From an optimization exercise on the open Yosys and OpenROAD flow, aimed at small area; shortcuts taken in it are not production practice.
The RTL was checked by simulation tests, not by an equivalence proof against the original design.
Power is estimated from default activity; no workload was simulated.

File: design/flow/design.v
module z70_core (
    input  wire       clk,
    input  wire       rst,
    input  wire [8:0] pend,
    output reg  [7:0] mem_addr,
    output wire       mem_we,
    output wire [7:0] mem_wdata,
    input  wire [7:0] mem_rdata,
    output wire       halted,
    output wire       faulted,
    output wire [1:0] fault_cause,
    output wire [7:0] fault_pc,
    output wire [8:0] fault_info,
    output wire [7:0] reg_a,
    output wire [7:0] reg_b,
    output wire [7:0] reg_i,
    output wire [8:0] pc,
    output wire [4:0] flags
);
    localparam S_INIT  = 4'd0;    
    localparam S_FETCH = 4'd1;    
    localparam S_DEC   = 4'd2;    
    localparam S_DEC2  = 4'd3;    
    localparam S_INC1  = 4'd4;    
    localparam S_CHK   = 4'd5;    
    localparam S_UNDO  = 4'd6;    
    localparam S_B2    = 4'd7;    
    localparam S_MEM   = 4'd8;    
    localparam S_PASS  = 4'd9;    
    localparam S_WA    = 4'd10;   
    localparam S_W     = 4'd11;   
    localparam S_INC2  = 4'd12;   
    localparam S_HALT  = 4'd13;
    localparam S_FAULT = 4'd14;
    reg [3:0] st;
    reg [2:0] cnt;
    reg [7:0] ra, rb, ri, md, ir, pcl;
    reg       pc8, c;
    reg       f_of, f_cf, f_zf, f_pf, f_sf;
    wire first = (cnt == 3'd0);
    wire last  = (cnt == 3'd7);
    wire [3:0] op = ir[7:4];
    wire [3:0] m  = ir[3:0];
    wire is_bin = (op >= 4'h1) && (op <= 4'h6);
    wire is_uop = (op >= 4'h7) && (op <= 4'hB);
    wire is_un  = is_uop && (m[3:2] == 2'b00);
    wire is_jmp = (op == 4'hF) && (m <= 4'd5);
    wire is_nop = (ir == 8'hFF);
    wire legal  = is_bin || is_un || is_jmp || is_nop;
    wire extra  = is_jmp || (is_bin && (m == 4'h3 || m == 4'h4 || m == 4'h8 ||
                                        m == 4'h9 || m == 4'hC || m == 4'hF));
    wire ind    = is_bin ? (m == 4'h2 || m == 4'h7 || m == 4'hD || m == 4'hE)
                         : (is_un && m[1:0] == 2'd3);
    wire direct = is_bin && (m == 4'h4 || m == 4'h9 || m == 4'hF);
    reg [1:0] dsel, ssel;
    always @(*) begin
        if (is_bin) begin
            dsel = (m <= 4'h4) ? 2'd0 : (m <= 4'h9) ? 2'd1 : (m <= 4'hC) ? 2'd2 : 2'd3;
            case (m)
                4'h0, 4'hB, 4'hE: ssel = 2'd1;
                4'h1, 4'h6:       ssel = 2'd2;
                4'h5, 4'hA, 4'hD, 4'hF: ssel = 2'd0;
                default:          ssel = 2'd3;
            endcase
        end else begin
            dsel = m[1:0];
            ssel = 2'd0;
        end
    end
    wire o_add = (op == 4'h1);
    wire o_sub = (op == 4'h2) || (op == 4'h3);
    wire o_cmp = (op == 4'h3);
    wire o_lgc = (op == 4'h4) || (op == 4'h5);
    wire o_mov = (op == 4'h6);
    wire o_inc = (op == 4'h7);
    wire o_dec = (op == 4'h8);
    wire o_not = (op == 4'h9);
    wire o_shr = (op == 4'hA);
    wire o_shl = (op == 4'hB);
    wire wen   = (is_bin && !o_cmp) || is_un;
    wire fwen  = (is_bin && !o_mov) || (is_un && !o_not);
    wire memdst = (is_bin || is_un) && (dsel == 2'd3);
    reg d, s, dtap;
    always @(*) begin
        case (dsel)
            2'd0: begin d = ra[0]; dtap = ra[1]; end
            2'd1: begin d = rb[0]; dtap = rb[1]; end
            2'd2: begin d = ri[0]; dtap = ri[1]; end
            default: begin d = md[0]; dtap = md[1]; end
        endcase
        case (ssel)
            2'd0: s = ra[0];
            2'd1: s = rb[0];
            2'd2: s = ri[0];
            default: s = md[0];
        endcase
    end
    wire is_pcpass = (st == S_INC1) || (st == S_UNDO) || (st == S_INC2);
    wire cin0 = is_pcpass || o_sub || o_inc;
    wire ci   = first ? cin0 : c;
    wire sx   = o_sub ? ~s : o_inc ? 1'b0 : o_dec ? 1'b1 : s;
    wire sum  = d ^ sx ^ ci;
    wire cout = (d & sx) | (d & ci) | (sx & ci);
    reg r, cn;
    always @(*) begin
        r  = sum;
        cn = cout;
        case (op)
            4'h4: r = d & s;
            4'h5: r = d | s;
            4'h6: r = s;
            4'h9: r = ~d;
            4'hA: begin r = dtap & ~last; cn = r; end
            4'hB: begin r = ci; cn = d; end
            default: ;
        endcase
    end
    reg taken;
    always @(*) begin
        case (m[2:0])
            3'd0: taken = 1'b1;
            3'd1: taken = f_zf;
            3'd2: taken = f_sf;
            3'd3: taken = f_cf;
            3'd4: taken = f_of;
            default: taken = f_pf;
        endcase
    end
    wire load_pc = (st == S_INC2) && is_jmp && taken;
    wire pc_in   = (st == S_INIT) ? 1'b0 : load_pc ? md[0] : (pcl[0] ^ ci);
    wire pc_cn   = ci & (pcl[0] ^ (st == S_UNDO));
    wire pc_ge = ({pc8, pcl} >= pend);
    assign reg_a   = ra;
    assign reg_b   = rb;
    assign reg_i   = ri;
    assign pc      = {pc8, pcl};
    assign flags   = {f_of, f_cf, f_zf, f_pf, f_sf};
    assign halted  = (st == S_HALT);
    assign faulted = (st == S_FAULT);
    assign fault_cause = legal ? 2'd1 : is_uop ? 2'd3 : 2'd2;
    assign fault_pc    = pcl;
    assign fault_info  = legal ? pend : {1'b0, ir};
    assign mem_we    = (st == S_W) && wen;
    assign mem_wdata = md;
    always @(*) begin
        case (st)
            S_B2:    mem_addr = mem_rdata;
            S_W:     mem_addr = ind ? ri : mem_rdata;
            S_CHK:   mem_addr = ind ? ri : pcl;
            default: mem_addr = pcl;
        endcase
    end
    wire init = (st == S_INIT);
    wire pass = (st == S_PASS);
    wire sh   = init || pass;
    wire pcsh = init || is_pcpass;
    wire wa   = pass && wen && (dsel == 2'd0);
    wire wb   = pass && wen && (dsel == 2'd1);
    wire wi   = pass && wen && (dsel == 2'd2);
    wire wm   = pass && wen && (dsel == 2'd3);
    always @(posedge clk) begin
        if (sh) begin
            ra <= {~init & (wa ? r : ra[0]), ra[7:1]};
            rb <= {~init & (wb ? r : rb[0]), rb[7:1]};
            ri <= {~init & (wi ? r : ri[0]), ri[7:1]};
        end
        if (pcsh)
            pcl <= {pc_in, pcl[7:1]};
        if (st == S_B2 || st == S_MEM)
            md <= mem_rdata;
        else if (pass || st == S_INC2)
            md <= {wm ? r : md[0], md[7:1]};
        if (st == S_DEC)
            ir <= mem_rdata;
        c <= is_pcpass ? pc_cn : cn;
    end
    always @(posedge clk) begin
        if (rst) begin
            pc8  <= 1'b0;
            f_of <= 1'b0;
            f_cf <= 1'b0;
            f_zf <= 1'b0;
            f_pf <= 1'b0;
            f_sf <= 1'b0;
        end else begin
            if (is_pcpass && last)
                pc8 <= load_pc ? 1'b0 : pc8 ^ pc_cn;
            if (pass && fwen) begin
                f_zf <= (first | f_zf) & ~r;
                f_pf <= (first | f_pf) ^ r;
                f_sf <= r;
                f_of <= ~o_lgc & (ci ^ cn);
                if (o_add || o_shl)
                    f_cf <= cn;
                else if (o_sub)
                    f_cf <= ~cn;
                else if (o_lgc)
                    f_cf <= 1'b0;
                else if (o_shr && first)
                    f_cf <= d;
            end
        end
    end
    always @(posedge clk) begin
        if (rst) begin
            st  <= S_INIT;
            cnt <= 3'd0;
        end else begin
            if (st == S_INIT || st == S_INC1 || st == S_UNDO || st == S_PASS || st == S_INC2)
                cnt <= cnt + 3'd1;
            case (st)
                S_INIT:  if (last) st <= S_FETCH;
                S_FETCH: st <= pc_ge ? S_HALT : S_DEC;
                S_DEC:   st <= S_DEC2;
                S_DEC2:  st <= legal ? S_INC1 : S_FAULT;
                S_INC1:  if (last) st <= S_CHK;
                S_CHK:   st <= extra ? (pc_ge ? S_UNDO : S_B2) : ind ? S_MEM : S_PASS;
                S_UNDO:  if (last) st <= S_FAULT;
                S_B2:    st <= is_jmp ? S_INC2 : direct ? S_MEM : S_PASS;
                S_MEM:   st <= S_PASS;
                S_PASS:  if (last) st <= memdst ? S_WA : extra ? S_INC2 : S_FETCH;
                S_WA:    st <= S_W;
                S_W:     st <= extra ? S_INC2 : S_FETCH;
                S_INC2:  if (last) st <= S_FETCH;
                default: st <= st;
            endcase
        end
    end
endmodule
File: design/flow/flow/run.sh
#!/bin/bash
# Standard layout, with plain buf_1 port buffers and a smaller clock tree.
set -euo pipefail
bash standard.sh \
  "BUFFER_PORTS_ARGS=-buffer_cell sky130_fd_sc_hd__buf_1" \
  "CTS_ARGS=-sink_clustering_enable -repair_clock_nets -buf_list sky130_fd_sc_hd__clkbuf_8 -root_buf sky130_fd_sc_hd__clkbuf_8 -dont_use_dummy_load -sink_clustering_size 32" \
  finish > std_flow.log 2>&1
File: design/flow/standard.sh
#!/bin/bash
# synth_recipe.tcl (not shown) runs the flow's synth.tcl, then flattens the netlist and writes it again
# the make line also repeats each setting of config.mk as NAME=value (left out here)
make -C /OpenROAD-flow-scripts/flow DESIGN_CONFIG=/design/flow/config.mk WORK_HOME=/design/flow/orfs CLKGATE_MAP_FILE= SYNTH_SCRIPT=/design/flow/synth_recipe.tcl "${@:-finish}"
File: design/flow/config.mk
export PLATFORM = sky130hd
export DESIGN_NAME = z70_core
export DESIGN_NICKNAME = z70_core
export VERILOG_FILES = /design/flow/design.v
export SDC_FILE = /design/flow/constraint.sdc
export NUM_CORES = 4
export LEC_CHECK = 0
export CAP_MARGIN = 20
export CORE_MARGIN = 2
export CORE_UTILIZATION = 65
export SLEW_MARGIN = 20
File: design/flow/constraint.sdc
create_clock -name core_clock -period 8.5 [get_ports {clk}]
set_input_delay 1.7000 -clock core_clock [delete_from_list [all_inputs] [get_ports {clk}]]
set_output_delay 1.7000 -clock core_clock [all_outputs]
set_load 0.01 [all_outputs]
==> results.cfg, run 1 <==
[status]
status = no timing/DRC/antenna violations

[timing]
finalSetupViolations = 0
hold_viol = 0
slew_violations = 0
setup_ws_ns = 2.88
skew_ns = 0.0233
period_share_pct = 66.1
setup_tns_ns = 0
fmax_mhz = 178
relSlewSlack_pct = 31.7
worstMarginPinSlew_ns = 1.02
rsz0062_at_grt = false
worst_hold_slack_ns = 0.458
fin_crit_ns = 5.62

[synth]
synth_seq_cells = 64
synth_edf_count = 48
syn_inst = 472
seq_area_frac_synth_pct = 40.2
synth_warnings = 1
avgSynthCellArea_um2 = 9.29
syn_nets = 508
synthFlopType = edfxtp_1
synth_area_um2 = 4390
ys_types = 65
synthArstFlopShare_pct = 0

[global_routing]
grt_pass1_wl_mm = 18.6
track_usage_pct = 32.9
antenna_found_initial = 0
grt_pass1_vias = 3625
grt_max_degree = 26
overflow = 0

[floorplan]
rows = 29
die_w_um = 86.2
start_util_pct = 68.3
core-area_um2 = 6420
pin_count = 95
die_y_um = 86.2
die_area_um2 = 7420

[drt]
wl_per_cell_um = 19.6
wl_met3_mm = 1.16
ant_nets = 0
drc_errors = 0
vias = 3989
detail_route.iter0.violations = 350
met1_length_mm = 4.77
wl_met2_mm = 5.69
first_pass_iters = 5
drt-total-wl_mm = 12.0
top_layer = met4
viasPerCell = 6.55

[clock_tree]
ctsHtreeMaxLevel = 3
cts_resized = 0
cts-root-buf = clkbuf_8
holdBufCountCts = 0
tritoncts = yes
cts_made_buffers = 9
cts_setup_buffers = 0
clk_path_buf_depth = 2
cts_sinks = 64
clk-insertion-delay-late_ns = 0.36
clk_pin_slew_ns = 0.06

[cells_and_area]
nFillCells = 492
final_util_pct = 73.7
finalInstanceArea_um2 = 4730
stdcell_count = 609
n_antenna_cell = 0
nNetsFinal = 570
layout-drive-gt1-share_pct = 6.02
area.growth.synth_to_final_pct = 7.90

[place]
dpl.cell_count = 600
port_buffers = 94
gp_congestion = 0.960
pre_cts_ws_ns = 3.25
dp_hpwl_mm = 8.79
dpl_cell_area_um2 = 4610

[job]
cap_violations = 0

[pwr]
ir_drop_mv = 0.301
power.density_nw_per_um2 = 371
power_mw = 1.76
leakage_nw = 1.74

[critical_path]
worstPathArrival_ns = 3.92
cpPeakStageDelay_ns = 0.64
rrSetupSlack_ns = 3.76
cp.required_ns = 6.80
path_class = reg2out
cp_max_fo = 19
crit_chain = and3_1 > or4_1 > or3_1 > a21oi_1 > o21ai_0 > a21boi_1 > nor2_1 > a221o_1 > buf_1
r2r_cells = 13
critical-path-slowest-cell = edfxtp_1
r2r_end = md[7]$_DFFE_PP_
critPathLaunchType = flip-flop
end_kind = output pin
timing.rr.start = ir[4]$_DFFE_PP_

[hold_path]
hold_path.class = reg2reg
min_to = ra[1]$_DFFE_PP_
whs_path_depth = 0
hold_start = ra[2]$_DFFE_PP_
-- layer usage --
| metal | vias to the layer above | GRT usage [%] |
|---|---|---|
| met5 | - | 0 |
| met4 | 0 | 12.4 |
| met3 | 30 | 8.37 |
| met2 | 222 | 52.1 |
| met1 | 1877 | 43.5 |
| li1 | 1860 | - |
-- power by group --
group          internal, mW  total (mW)  switching, mW
clock network        0.0940       0.199          0.105
logic                 0.328       0.860          0.532
registers             0.534       0.697          0.162
total                 0.957        1.76          0.799
-- flip-flops by register name, indices dropped and copies added (netlist names), 3 cells and up, named ones only --
signal,count
rb,8
ra,8
pcl,8
cnt,3
md,8
st,4
ri,8
ir,8
-- logic make-up (layout without fill, tap and decap cells) --
group	count (synthesis)	in the layout	synth area share (%)
AO/OA/AOI/OAI	125	125	20.7
XOR/XNOR	5	5	0.998
adder cells (fa/ha/maj)	17	17	4.85
buffers and inverters	69	129	7.59
flip-flops	64	64	40.2
multiplexers	26	26	6.90
AND/OR/NAND/NOR	166	166	18.8
-- cells in the mapped netlist (all sizes together), types with 3 or more instances --
library cell	count	area share, %
buf	23	3.6
mux2	11	2.9
o21ai	26	3.0
nand3	10	1.1
and3	5	0.71
nor2b	16	2.3
dfxtp	16	7.3
xnor2	4	0.80
ha	17	4.8
a211oi	6	1.0
o41ai	3	0.60
nor3	16	1.9
or3	3	0.43
a21o	6	1.0
nor3b	3	0.51
o31ai	3	0.51
a31oi	3	0.43
nor2	47	4.1
nor4	3	0.43
a21oi	29	3.3
a21boi	3	0.60
edfxtp	48	33
nand2b	12	1.7
o21a	4	0.68
clkbuf	21	1.8
mux2i	13	3.0
a2111oi	4	1.7
nand3b	3	0.51
a221o	9	2.1
o211ai	5	0.86
a211o	3	0.60
a311oi	3	0.60
inv	25	2.1
nand2	39	3.3
-- how the worst max path moves through the flow --
stage                               start          end  slack (ns)  cells past startpoint
after CTS                 ir[4]$_DFFE_PP_  mem_addr[4]        2.91                      9
after detailed placement  ir[4]$_DFFE_PP_  mem_addr[4]        3.25                      9
final                     ir[4]$_DFFE_PP_  mem_addr[0]        2.88                      9
after global routing      ir[4]$_DFFE_PP_  mem_addr[0]        2.64                      9
after floorplan           ir[4]$_DFFE_PP_  mem_addr[1]        4.23                      9
after global placement    ir[4]$_DFFE_PP_  mem_addr[7]        3.42                      9
-- area by class of cell --
class	count	area, µm²	area share [%]
Multi-Input combinational cell	339	2300	48.5
Sequential cell	64	1760	37.2
Timing Repair Buffer	95	360	7.61
Clock buffer	9	124	2.62
Tap cell	77	96.3	2.04
Inverter	25	93.8	1.98
-- worst max-delay path: cells and delay by family (launching register included) --
family                 cells  cell delay, ns
AND/OR/NAND/NOR            4            1.42
AO/OA/AOI/OAI              4            1.38
flip-flops                 1            0.64
buffers and inverters      1            0.13
-- placed cells by master, fill, tap and decap left out, types with 8 or more instances in the layout --
master    count
buf_1        94
edfxtp_1     48
nor2_1       46
nand2_1      39
a21oi_1      29
o21ai_0      26
inv_1        25
ha_1         17
nor2b_1      16
dfxtp_1      16
nor3_1       14
mux2i_1      13
nand2b_1     12
nand3_1      10
mux2_2       10
clkbuf_8      9
a221o_1       8
==> run 2: changes to the inputs <==
==> design/flow/run.sh (new file) <==
#!/bin/bash
# synth_recipe.tcl (not shown) runs the flow's synth.tcl, then flattens the netlist and writes it again
# the make line also repeats each setting of config.mk as NAME=value (left out here)
make -C /OpenROAD-flow-scripts/flow DESIGN_CONFIG=/design/flow/config.mk WORK_HOME=/design/flow/orfs CLKGATE_MAP_FILE= SYNTH_SCRIPT=/design/flow/synth_recipe.tcl finish
--- a/design/flow/config.mk
+++ b/design/flow/config.mk
@@ -7,5 +7,5 @@
 export LEC_CHECK = 0
 export CAP_MARGIN = 20
 export CORE_MARGIN = 2
-export CORE_UTILIZATION = 65
+export CORE_UTILIZATION = 40
 export SLEW_MARGIN = 20
removed: design/flow/flow/run.sh
removed: design/flow/standard.sh
==> results.cfg, run 2 <==
[clock_tree]
cts_sinks = 64
clk-insertion-delay-late_ns = 0.35
cts_setup_buffers = 0
clk_pin_slew_ns = 0.08
holdBufCountCts = 0
clk_path_buf_depth = 2
cts_made_buffers = 9
ctsHtreeMaxLevel = 3
cts-root-buf = clkbuf_8
tritoncts = yes
cts_resized = 0

[global_routing]
track_usage_pct = 22.1
grt_pass1_wl_mm = 20.0
overflow = 0
antenna_found_initial = 0
grt_pass1_vias = 3845
grt_max_degree = 26

[timing]
fin_crit_ns = 5.98
finalSetupViolations = 0
hold_viol = 0
relSlewSlack_pct = 33.8
worstMarginPinSlew_ns = 0.987
period_share_pct = 70.3
slew_violations = 0
setup_tns_ns = 0
rsz0062_at_grt = false
skew_ns = 0.0152
fmax_mhz = 167

[critical_path]
cpPeakStageDelay_ns = 0.66
worstPathArrival_ns = 4.28
critical-path-slowest-cell = edfxtp_1
timing.rr.start = ir[4]$_DFFE_PP_
end_kind = output pin
cp.required_ns = 6.80
cp-endpoint = mem_addr[6]
startpoint = ir[4]$_DFFE_PP_
r2r_end = md[7]$_DFFE_PP_
rrSetupSlack_ns = 3.70
critPathLaunchType = flip-flop
path_class = reg2out
cp_max_fo = 19
crit_chain = and3_1 > or4_1 > or3_1 > a21oi_1 > o21ai_0 > a21boi_1 > nor2b_1 > a221o_1 > clkdlybuf4s50_1
r2r_cells = 13

[pwr]
power.density_nw_per_um2 = 368
ir_drop_mv = 0.192
leakage_nw = 2.02

[place]
dpl.cell_count = 663
port_buffers = 94
dp_hpwl_mm = 9.33
gp_congestion = 0.864

[floorplan]
core-area_um2 = 10800
die_area_um2 = 11800
rows = 38
die_y_um = 109
die_w_um = 109
pin_count = 95
start_util_pct = 40.6

[synth]
yosys.area_share.simple_pct = 18.8
synthAdderAreaFrac_pct = 4.85
avgSynthCellArea_um2 = 9.29
synth.area.mux_share_pct = 6.90
synth-compound-area-share_pct = 20.7
seq_area_frac_synth_pct = 40.2
synth_top_area_share_pct = 32.9
ys_types = 65
ys_top_cells_by_count = edfxtp_1, nor2_1, nand2_1, a21oi_1, o21ai_0
synth_xor_area_share_pct = 0.998
synthArstFlopShare_pct = 0
synth_area_um2 = 4390
synth_top_cell_by_area = edfxtp_1
synth_area_leaders = edfxtp_1, dfxtp_1, ha_1
synth_warnings = 1
syn_nets = 508
synth_edf_count = 48
synth_seq_cells = 64
syn_inst = 472
synth_most_common_cell = edfxtp_1
synth_top_family_by_area = compound AO/OA/AOI/OAI gates
synthFlopType = edfxtp_1

[cells_and_area]
final_util_pct = 50.7
layout-drive-gt1-share_pct = 7.05
mostFrequentLayoutCells = clkdlybuf4s50_1, edfxtp_1, nor2_1, nand2_1, a21oi_1
n_antenna_cell = 0
area.growth.synth_to_final_pct = 24.7
stdcell_count = 679
nNetsFinal = 570
nFillCells = 1021
final_common_cell = clkdlybuf4s50_1

[status]
status = no timing/DRC/antenna violations

[drt]
drt-total-wl_mm = 12.6
wl_met2_mm = 5.96
wl_met3_um = 735
first_pass_iters = 5
drc_errors = 0
viasPerCell = 5.75
detail_route.iter0.violations = 205
wl_per_cell_um = 18.6
vias = 3903
met1_length_mm = 5.68
ant_nets = 0
top_layer = met4

[hold_path]
hold_path.class = reg2reg

[job]
cap_violations = 0
## run 2: per-stage QoR
stage | hold slack, ns | setup slack, ns | power (mW) | cell area [µm²]
after floorplan | 0.457 | 4.23 | 1.30 | 4390
after global placement | 0.430 | 3.08 | 1.74 | 5280
after detailed placement | 0.436 | 2.93 | 1.75 | 5280
after CTS | 0.453 | 2.53 | 2.02 | 5460
after global routing | 0.462 | 2.24 | 2.15 | 5470
final | 0.450 | 2.52 | 2.01 | 5470
## run 2: cell type report
cell class                 instances  area (µm²)  area share, %
multi-input combinational        339        2300           42.1
sequential                        64        1760           32.2
timing repair buffer              95         948           17.3
tap                              140         175           3.20
clock buffer                      10         128           2.33
inverter                          25        93.8           1.72
clock inverter                     6        60.1           1.10
## run 2: worst min path at each step
stage	start	endpoint	slack [ns]	depth (start not counted)
floorplan	pc8$_SDFFE_PP0P_	pc8$_SDFFE_PP0P_	0.46	2
global placement	ra[5]$_DFFE_PP_	ra[4]$_DFFE_PP_	0.43	0
CTS	ra[5]$_DFFE_PP_	ra[4]$_DFFE_PP_	0.45	0
global route	ra[5]$_DFFE_PP_	ra[4]$_DFFE_PP_	0.46	0
detailed placement	ra[5]$_DFFE_PP_	ra[4]$_DFFE_PP_	0.44	0
finish	ra[5]$_DFFE_PP_	ra[4]$_DFFE_PP_	0.45	0
## run 2: kinds of logic after synthesis
kind of cell    after synthesis
flops                        64
simple gates                166
compound gates              125
mux                          26
buf+inv                      69
xor+xnor                      5
fa+ha+maj                    17
## run 2: metal layers
layer  GRT usage, %  vias to the layer above
met1           28.9                     1905
met4           7.05                        0
li1               -                     1860
met2           36.0                      114
met5              0                        -
met3           5.44                       24
## run 2: worst max-delay path, delay by kind of cell (launching register included)
kind,cells,cell delay [ns]
buffers and inverters,1,0.48
flip-flops,1,0.66
AND/OR/NAND/NOR,4,1.43
AO/OA/AOI/OAI,4,1.35
## run 2: report_power, final
part / switching, mW / internal (mW) / leakage [nW]
clock: 0.124 / 0.134 / 0.0937
combinational: 0.539 / 0.511 / 1.33
sequential: 0.170 / 0.534 / 0.594

-- separate check: timing with driven ports --
The flow's constraints put no driver on any port. The routed layouts listed below were extracted and timed again, unchanged, in two steps. Step 1 (the two cells are an assumption about what drives the block):
set clk [get_ports {clk}]
set_driving_cell -lib_cell sky130_fd_sc_hd__clkbuf_16 $clk
set_driving_cell -lib_cell sky130_fd_sc_hd__buf_2 [delete_from_list [all_inputs] $clk]
Step 2 moves the port delays by t, midway between the first and last clock arrival at a register: inputs arrive t later, outputs are due t later. That takes back most of the time a late clock gives input paths. Slacks: ideal / step 1 / step 2; pairs: ideal / step 1.
| run | shift t [ns] | setup WS [ns] | hold WS [ns] | latest minus earliest clock arrival (ns) |
|---|---|---|---|---|
| run 1 | 0.381 | 2.880 / 2.845 / 3.226 | 0.458 / 0.458 / 0.458 | 0.023 / 0.023 |
| run 2 | 0.381 | 2.524 / 2.491 / 2.871 | 0.450 / 0.450 / 0.450 | 0.015 / 0.015 |
After both steps every run listed still meets setup and hold.
